Background: an optimization exercise with open tools, aiming at small area. Do not read the settings as production practice.
The RTL was checked by simulation tests, not by an equivalence proof against the original design.

==> flow/design.v (excerpt) <==
module blatesbox_core (
    input  wire       clk,
    input  wire       rst,
    input  wire       tick,
    input  wire       btn,
    input  wire [7:0] sample,
    output reg        disp_data,
    output reg        disp_clk,
    output reg        disp_latch,
    output wire       beep
);
Size: ~16 I/O pins, roughly 5500 sq um of cells after synthesis.
==> flow/config.mk <==
export PLATFORM = sky130hd
export DESIGN_NAME = blatesbox_core
export DESIGN_NICKNAME = blatesbox_core
export VERILOG_FILES = /design/flow/design.v
export SDC_FILE = /design/flow/constraint.sdc
export NUM_CORES = 4
export LEC_CHECK = 0
export ABC_AREA = 1
export CAP_MARGIN = 20
export CORE_MARGIN = 2
export CORE_UTILIZATION = 70
export CTS_BUF_LIST = sky130_fd_sc_hd__clkbuf_4 sky130_fd_sc_hd__clkbuf_8
export GPL_TIMING_DRIVEN = 0
export PLACE_DENSITY = 0.8
export SLEW_MARGIN = 20
==> flow/constraint.sdc <==
create_clock -name core_clock -period 10.0 [get_ports {clk}]
set_input_delay 2.0000 -clock core_clock [delete_from_list [all_inputs] [get_ports {clk}]]
set_output_delay 2.0000 -clock core_clock [all_outputs]
set_load 0.01 [all_outputs]
standard.sh (not shown) runs the stock make flow with config.mk's settings and CLKGATE_MAP_FILE= SYNTH_SCRIPT=/design/flow/synth_recipe.tcl, a recipe that flattens the netlist after the stock synthesis.
==> flow/flow/run.sh <==
#!/bin/bash
# Own layout flow: the standard synthesis, then the combinational logic of
# the synthesised netlist is re-mapped with an area-oriented ABC script
# (deepsyn, then choice computation and area mapping with amap)
# (flow/reabc.sh; every flip-flop instance keeps its name, cell type and
# connections), then the standard layout from floorplan to finish, with
# the port buffers made of the smallest buffer cell (buf_1).
# Each tool's output goes to its own log file in the work folder.
set -euo pipefail
W=$(pwd)
R=$W/orfs/results/${FLOW_PLATFORM}/blatesbox_core/base
bash standard.sh synth > synth.log 2>&1
cp "$R/1_2_yosys.v" 1_2_yosys.standard.v
bash flow/reabc.sh 1_2_yosys.standard.v 1_2_yosys.reabc.v reabc.log
cp 1_2_yosys.reabc.v "$R/1_2_yosys.v"
rm -f "$R/1_synth.odb" "$R/1_synth.sdc"
bash standard.sh finish "BUFFER_PORTS_ARGS=-buffer_cell sky130_fd_sc_hd__buf_1" > layout.log 2>&1
==> flow/flow/reabc.sh <==
#!/bin/bash
# reabc.sh IN.v OUT.v LOG : re-map the combinational logic of a synthesised
# sky130hd netlist with an area-oriented ABC script; flip-flop instances
# (names, cell types and connections) are kept as they are.
set -euo pipefail
IN=$1; OUT=$2; LOG=$3
LIB=${FLOW_HOME:-/OpenROAD-flow-scripts/flow}/platforms/sky130hd/lib/sky130_fd_sc_hd__tt_025C_1v80.lib
DU=""
for c in $(grep -o 'sky130_fd_sc_hd__\(probe\|lpflow\)[a-z0-9_]*' $LIB | sort -u); do DU="$DU -dont_use $c"; done
SCRIPT=${ABC_SCRIPT:-"+strash;&get,-n;&deepsyn,-T,30;&put;dch;amap;topo;dnsize"}
FF=$(grep -o 'sky130_fd_sc_hd__[a-z0-9_]*df[a-z0-9_]*' $IN | sort -u | tr '\n' ' ')
cat > reabc.ys <<EOY
read_liberty -ignore_miss_func $LIB
read_verilog $IN
hierarchy -top blatesbox_core
setattr -mod -set blackbox 1 $FF
flatten
opt_clean -purge
abc -liberty $LIB $DU -script $SCRIPT
setundef -zero
opt_clean -purge
hilomap -singleton -hicell sky130_fd_sc_hd__conb_1 HI -locell sky130_fd_sc_hd__conb_1 LO
insbuf -buf sky130_fd_sc_hd__buf_4 A X
splitnets
opt_clean -purge
blackbox sky130_fd_sc_hd__*
read_liberty -lib $LIB
stat -liberty $LIB
write_verilog -noattr -nohex -nodec $OUT
EOY
${YOSYS_EXE:-$(command -v yosys || echo ${FLOW_HOME}/../tools/install/yosys/bin/yosys)} -s reabc.ys > $LOG 2>&1
Next try:
--- a/flow/flow/run.sh
+++ b/flow/flow/run.sh
@@ -3,6 +3,4 @@
 # the synthesised netlist is re-mapped with an area-oriented ABC script
-# (deepsyn, then choice computation and area mapping with amap)
 # (flow/reabc.sh; every flip-flop instance keeps its name, cell type and
-# connections), then the standard layout from floorplan to finish, with
-# the port buffers made of the smallest buffer cell (buf_1).
+# connections), then the standard layout from floorplan to finish.
 # Each tool's output goes to its own log file in the work folder.
--- a/flow/flow/reabc.sh
+++ b/flow/flow/reabc.sh
@@ -9,3 +9,3 @@
 for c in $(grep -o 'sky130_fd_sc_hd__\(probe\|lpflow\)[a-z0-9_]*' $LIB | sort -u); do DU="$DU -dont_use $c"; done
-SCRIPT=${ABC_SCRIPT:-"+strash;&get,-n;&deepsyn,-T,30;&put;dch;amap;topo;dnsize"}
+SCRIPT=${ABC_SCRIPT:-"+strash;dch;map,-a;strash;dch;map,-a;topo;dnsize"}
 FF=$(grep -o 'sky130_fd_sc_hd__[a-z0-9_]*df[a-z0-9_]*' $IN | sort -u | tr '\n' ' ')
--- a/flow/config.mk
+++ b/flow/config.mk
@@ -11,4 +11,3 @@
 export CORE_UTILIZATION = 70
-export CTS_BUF_LIST = sky130_fd_sc_hd__clkbuf_4 sky130_fd_sc_hd__clkbuf_8
-export GPL_TIMING_DRIVEN = 0
+export CTS_BUF_LIST = sky130_fd_sc_hd__clkbuf_8
 export PLACE_DENSITY = 0.8
After rerunning: Hold slack got worse by 0.015 ns. Non-clock buffer count does not change. Design area went up by 5.0%. Wire length rose by about 1.1%. Register-to-register slack gets better by 1.4 ns. Core utilization went down by 1.4 points. Global-route usage came out lower by 1.2 points. Count of clock-buffer cells in the layout does not change. Sequential cell count does not change. First-iteration DRC count went down by about 20%.
Next try:
--- a/flow/flow/run.sh
+++ b/flow/flow/run.sh
@@ -4,3 +4,4 @@
 # (flow/reabc.sh; every flip-flop instance keeps its name, cell type and
-# connections), then the standard layout from floorplan to finish.
+# connections), then the standard layout from floorplan to finish, with
+# the port buffers made of the smallest buffer cell (buf_1).
 # Each tool's output goes to its own log file in the work folder.
--- a/flow/flow/reabc.sh
+++ b/flow/flow/reabc.sh
@@ -9,3 +9,3 @@
 for c in $(grep -o 'sky130_fd_sc_hd__\(probe\|lpflow\)[a-z0-9_]*' $LIB | sort -u); do DU="$DU -dont_use $c"; done
-SCRIPT=${ABC_SCRIPT:-"+strash;dch;map,-a;strash;dch;map,-a;topo;dnsize"}
+SCRIPT=${ABC_SCRIPT:-"+strash;&get,-n;&deepsyn,-T,30;&put;dch;amap;topo;dnsize"}
 FF=$(grep -o 'sky130_fd_sc_hd__[a-z0-9_]*df[a-z0-9_]*' $IN | sort -u | tr '\n' ' ')
--- a/flow/config.mk
+++ b/flow/config.mk
@@ -11,3 +11,5 @@
 export CORE_UTILIZATION = 70
-export CTS_BUF_LIST = sky130_fd_sc_hd__clkbuf_8
+export CTS_BUF_LIST = sky130_fd_sc_hd__clkbuf_16
+export CTS_CLUSTER_DIAMETER = 100
+export CTS_CLUSTER_SIZE = 40
 export PLACE_DENSITY = 0.8
Outcome:
- final cell count drops by about 8%
- global-route usage climbs by 1.7 points
- maximum frequency drops by about 14%
Next try:
--- a/flow/config.mk
+++ b/flow/config.mk
@@ -11,5 +11,3 @@
 export CORE_UTILIZATION = 70
-export CTS_BUF_LIST = sky130_fd_sc_hd__clkbuf_16
-export CTS_CLUSTER_DIAMETER = 100
-export CTS_CLUSTER_SIZE = 40
+export CTS_BUF_LIST = sky130_fd_sc_hd__clkbuf_8
 export PLACE_DENSITY = 0.8
Result: Sequential share of layout area went up by 0.57 points; area after synthesis is unchanged; die area stays the same; non-clock buffer count stays the same; via count hardly moves; hold slack is better by 0.0081 ns; design area fell by 1.6%; clock skew went up by 0.013 ns; count of clock-buffer cells in the layout does not change; register-to-register slack is better by 0.04 ns.
Next try:
--- a/flow/flow/run.sh
+++ b/flow/flow/run.sh
@@ -4,4 +4,3 @@
 # (flow/reabc.sh; every flip-flop instance keeps its name, cell type and
-# connections), then the standard layout from floorplan to finish, with
-# the port buffers made of the smallest buffer cell (buf_1).
+# connections), then the standard layout from floorplan to finish.
 # Each tool's output goes to its own log file in the work folder.
@@ -15,2 +14,2 @@
 rm -f "$R/1_synth.odb" "$R/1_synth.sdc"
-bash standard.sh finish "BUFFER_PORTS_ARGS=-buffer_cell sky130_fd_sc_hd__buf_1" > layout.log 2>&1
+bash standard.sh finish > layout.log 2>&1
--- a/flow/flow/reabc.sh
+++ b/flow/flow/reabc.sh
@@ -9,3 +9,3 @@
 for c in $(grep -o 'sky130_fd_sc_hd__\(probe\|lpflow\)[a-z0-9_]*' $LIB | sort -u); do DU="$DU -dont_use $c"; done
-SCRIPT=${ABC_SCRIPT:-"+strash;&get,-n;&deepsyn,-T,30;&put;dch;amap;topo;dnsize"}
+SCRIPT=${ABC_SCRIPT:-"+strash;dch;map,-a;strash;dch;map,-a;topo;dnsize"}
 FF=$(grep -o 'sky130_fd_sc_hd__[a-z0-9_]*df[a-z0-9_]*' $IN | sort -u | tr '\n' ' ')
Synthesized cell count came out higher by 11%.
Worst setup slack improves by 1.1 ns.
Final cell count came out higher by about 9%.
First-iteration DRC count came out lower by 8.4%.
Die area came out higher by 7.1%.

re-timing with driven ports:
The flow's constraints put no driver on any port. The routed layouts listed below were extracted and timed again, unchanged, in two steps. Step 1, drivers: a clkbuf_16 drives clk and a buf_2 each remaining input, both assumed. Step 2 also shifts input and output timing later by t, the mid clock arrival at the registers, as if the neighbouring blocks saw the same clock. Slacks: no drivers / after step 1 / after step 2; pairs: no drivers / after step 1.
run	shift t [ns]	setup WS [ns]	clock arrival spread, ns
the first run	0.400	0.620 / 0.613 / 0.213	0.015 / 0.015
the second run	0.399	2.201 / 2.201 / 1.924	0.014 / 0.014
the third run	0.385	0.947 / 0.960 / 0.575	0.009 / 0.009
the fourth run	0.412	0.952 / 0.962 / 0.550	0.021 / 0.022
the fifth run	0.406	2.024 / 2.036 / 1.630	0.015 / 0.015
After both steps setup and hold are still met in every run listed. The setup slack of the first run, which loses most, moves by -0.007 ns with the drivers and by -0.407 ns with both steps.
